From an optimization exercise on the open Yosys and OpenROAD flow, aimed at small area, a short achievable clock period and few clock cycles; shortcuts taken in it are not production practice.
In this exercise RTL edits were held to simulation tests only and were not proved equivalent to the original.
Power figures rest on the tool's default switching activity, not on a simulated workload.

Setup of lane 1:
// cvfp
module cvfp (
    input  wire        clk,
    input  wire        rst,
    input  wire        cmd_valid,
    output wire        cmd_ready,
    input  wire [3:0]  cmd_op,
    input  wire [15:0] cmd_a,
    input  wire [7:0]  cmd_b,
    input  wire        pv_valid,
    output wire        pv_ready,
    input  wire [7:0]  pv_data,
    output reg         rsp_valid,
    output reg  [2:0]  rsp_code,
    output reg  [15:0] rsp_data
);
    localparam BUFSZ = 258;
    localparam F     = 10;           
    localparam M     = BUFSZ - F;    
    localparam QN    = 4;            
    localparam QW    = 2;
    localparam OP_CLR   = 4'h0;
    localparam OP_PUSH  = 4'h1;
    localparam OP_RDB   = 4'h2;
    localparam OP_ENC   = 4'h3;
    localparam OP_SUM   = 4'h4;
    localparam OP_VAL   = 4'h5;
    localparam OP_WFQ   = 4'h6;
    localparam OP_FSZ   = 4'h7;
    localparam OP_GETF  = 4'h8;
    localparam OP_GETB  = 4'h9;
    localparam OP_GETSB = 4'hA;
    localparam OP_GETH  = 4'hB;
    localparam OP_RDST  = 4'hC;
    localparam R_OK         = 3'd0;
    localparam R_ERR        = 3'd1;
    localparam R_UNDERRUN   = 3'd2;
    localparam R_OVERFLOW   = 3'd3;
    localparam R_PARAMLEN   = 3'd4;
    localparam R_NOTVALID   = 3'd5;
    localparam R_PARAMRANGE = 3'd6;
    localparam R_BADOP      = 3'd7;
    localparam K_ZX = 2'd0;      
    localparam K_SX = 2'd1;      
    localparam K_HW = 2'd2;      
    reg [7:0] lo_c [0:F-1];      
    reg [7:0] rg   [0:M-1];      
    reg [8:0] php;               
    wire [7:0] b0 = lo_c[0];
    wire [7:0] b1 = lo_c[1];
    wire [7:0] b3 = lo_c[3];     
    wire [7:0] b4 = lo_c[4];     
    wire [8:0] php_n = (php == BUFSZ - 1) ? F : php + 9'd1;
  ...
For scale: ~4700 cells after synthesis, roughly 2400 flip-flops, about 62 I/O pins, roughly 63000 um2 of cells after synthesis.
==> flow/config.mk <==
export PLATFORM = sky130hd
export DESIGN_NAME = cvfp
export DESIGN_NICKNAME = cvfp
export VERILOG_FILES = /design/flow/design.v
export SDC_FILE = /design/flow/constraint.sdc
export NUM_CORES = 4
export LEC_CHECK = 0
export ABC_AREA = 1
export CAP_MARGIN = 20
export CORE_MARGIN = 2
export CORE_UTILIZATION = 60
export PLACE_DENSITY = 0.7
export SLEW_MARGIN = 20
export TNS_END_PERCENT = 100
==> flow/constraint.sdc <==
create_clock -name core_clock -period 10.0 [get_ports {clk}]
set_input_delay 2.0000 -clock core_clock [delete_from_list [all_inputs] [get_ports {clk}]]
set_output_delay 2.0000 -clock core_clock [all_outputs]
set_load 0.01 [all_outputs]
standard.sh (not shown) runs the stock make flow with config.mk's settings and CLKGATE_MAP_FILE= SYNTH_SCRIPT=/design/flow/synth_recipe.tcl, a recipe that flattens the netlist after the stock synthesis.
==> flow/flow/run.sh <==
#!/bin/bash
set -euo pipefail
bash standard.sh SETUP_SLACK_MARGIN=${MARGIN:-6.8} \
  "BUFFER_PORTS_ARGS=-buffer_cell sky130_fd_sc_hd__buf_4" \
  "CTS_ARGS=-sink_clustering_enable -repair_clock_nets -dont_use_dummy_load -sink_clustering_size 16 -sink_clustering_max_diameter 50 -sink_clustering_buffer sky130_fd_sc_hd__clkbuf_8" \
  finish > standard.log 2>&1
Testbench counts of lane 1, summed over its fixed seeds: cycles 50,654.
Modified inputs, lane 2 compared to lane 1
==> flow/flow/run.sh <==
#!/bin/bash
set -euo pipefail
bash standard.sh SETUP_SLACK_MARGIN=${MARGIN:-6.8} \
  "BUFFER_PORTS_ARGS=-buffer_cell sky130_fd_sc_hd__buf_4" \
  "CTS_ARGS=-sink_clustering_enable -repair_clock_nets -dont_use_dummy_load -sink_clustering_size 24 -sink_clustering_max_diameter 60" \
  finish > standard.log 2>&1
-- flow/config.mk --
<<< lane 1, line 8
export ABC_AREA = 1
>>> lane 2, line 8
export ABC_CLOCK_PERIOD_IN_PS = 3000
==> comparison <==
Lane 2: done, clean on timing, DRC and antenna. Lane 1: full flow OK, the timing, DRC and antenna checks passed. Between lane 1 and lane 2, proportion of layout cells with a drive suffix above 1 increased. Going from lane 1 to lane 2, minimum period implied by the final worst setup slack went down, number of cells on the critical path decreased 9.
Modified inputs, lane 3 compared to lane 2
-- flow/flow/run.sh --
<<< lane 2, line 5
  "CTS_ARGS=-sink_clustering_enable -repair_clock_nets -dont_use_dummy_load -sink_clustering_size 24 -sink_clustering_max_diameter 60" \
>>> lane 3, line 5
  "CTS_ARGS=-sink_clustering_enable -repair_clock_nets -dont_use_dummy_load -sink_clustering_size 16 -sink_clustering_max_diameter 50 -sink_clustering_buffer sky130_fd_sc_hd__clkbuf_8" \
==> comparison <==
- Compared with lane 2, lane 3 improves global-route wire length before repair.
- In the flow results for lane 2 and lane 3, the total power is smaller on lane 3.
- Comparing lane 2 with lane 3, the later-pin clock latency in the skew report came out essentially unchanged.
- The number of fillers in the final layout in lane 3 sits 94 above the value recorded for lane 2.
- met2 as the layer with the highest usage after global routing was reported by lane 2, and met1 by lane 3.
- The lower worst-case headroom to the max-slew limit of lane 2 and lane 3 is in lane 3.
- The clock network fraction of design power of lane 3 is lower than that of lane 2.
For lane 4, these inputs were changed with respect to lane 3:
==> flow/flow/run.sh <==
#!/bin/bash
set -euo pipefail
bash standard.sh SETUP_SLACK_MARGIN=${MARGIN:-6.8} \
  "BUFFER_PORTS_ARGS=-buffer_cell sky130_fd_sc_hd__buf_4" \
  "CTS_ARGS=-sink_clustering_enable -repair_clock_nets -dont_use_dummy_load -sink_clustering_size 20 -sink_clustering_max_diameter 60 -sink_clustering_buffer sky130_fd_sc_hd__clkbuf_8" \
  finish > standard.log 2>&1
[summary]
- Status: average vias per placed instance parity (lane 4, lane 3)
- Lane 4 — finished layout cell area about 0.6% lower, lane 3 as reference
- | shortest period the worst path allows | lane 3 vs lane 4 | ≈ equal |
- Summary: with lane 3 as the reference, via count in lane 4 moved down slightly.

static timing again, ports no longer ideal:
Ports are ideal in the flow. The routed layouts listed here were re-timed in OpenROAD.
Step 1 (the two cells are an assumption about what drives the block):
set clk [get_ports {clk}]
set_driving_cell -lib_cell sky130_fd_sc_hd__clkbuf_16 $clk
set_driving_cell -lib_cell sky130_fd_sc_hd__buf_2 [delete_from_list [all_inputs] $clk]
Step 2 times the ports against the registers' clock, not the clock port: input delays grow and output delays shrink by t, the midpoint of the rising clock arrivals with the driver on.
a / b / c = ideal ports / drivers / drivers and shift; a / b = the first two.
run | shift t [ns] | slack for setup (ns) | worst hold slack (ns) | clock arrival spread, ns | worst register clock-pin slew, ns
lane 1 | 0.785 | 6.705 / 6.675 / 6.191 | 0.282 / 0.282 / 0.282 | 0.098 / 0.098 | 0.10 / 0.10
lane 2 | 0.788 | 6.780 / 6.724 / 6.009 | 0.278 / 0.278 / 0.278 | 0.089 / 0.089 | 0.09 / 0.09
lane 3 | 0.774 | 6.781 / 6.716 / 6.023 | 0.263 / 0.263 / 0.263 | 0.096 / 0.096 | 0.10 / 0.10
lane 4 | 0.762 | 6.781 / 6.725 / 6.014 | 0.266 / 0.266 / 0.266 | 0.099 / 0.099 | 0.12 / 0.12
After both steps every run listed still meets setup and hold. For lane 2, which loses most, drivers alone change the setup slack by -0.056 ns; drivers and shift together by -0.771 ns.
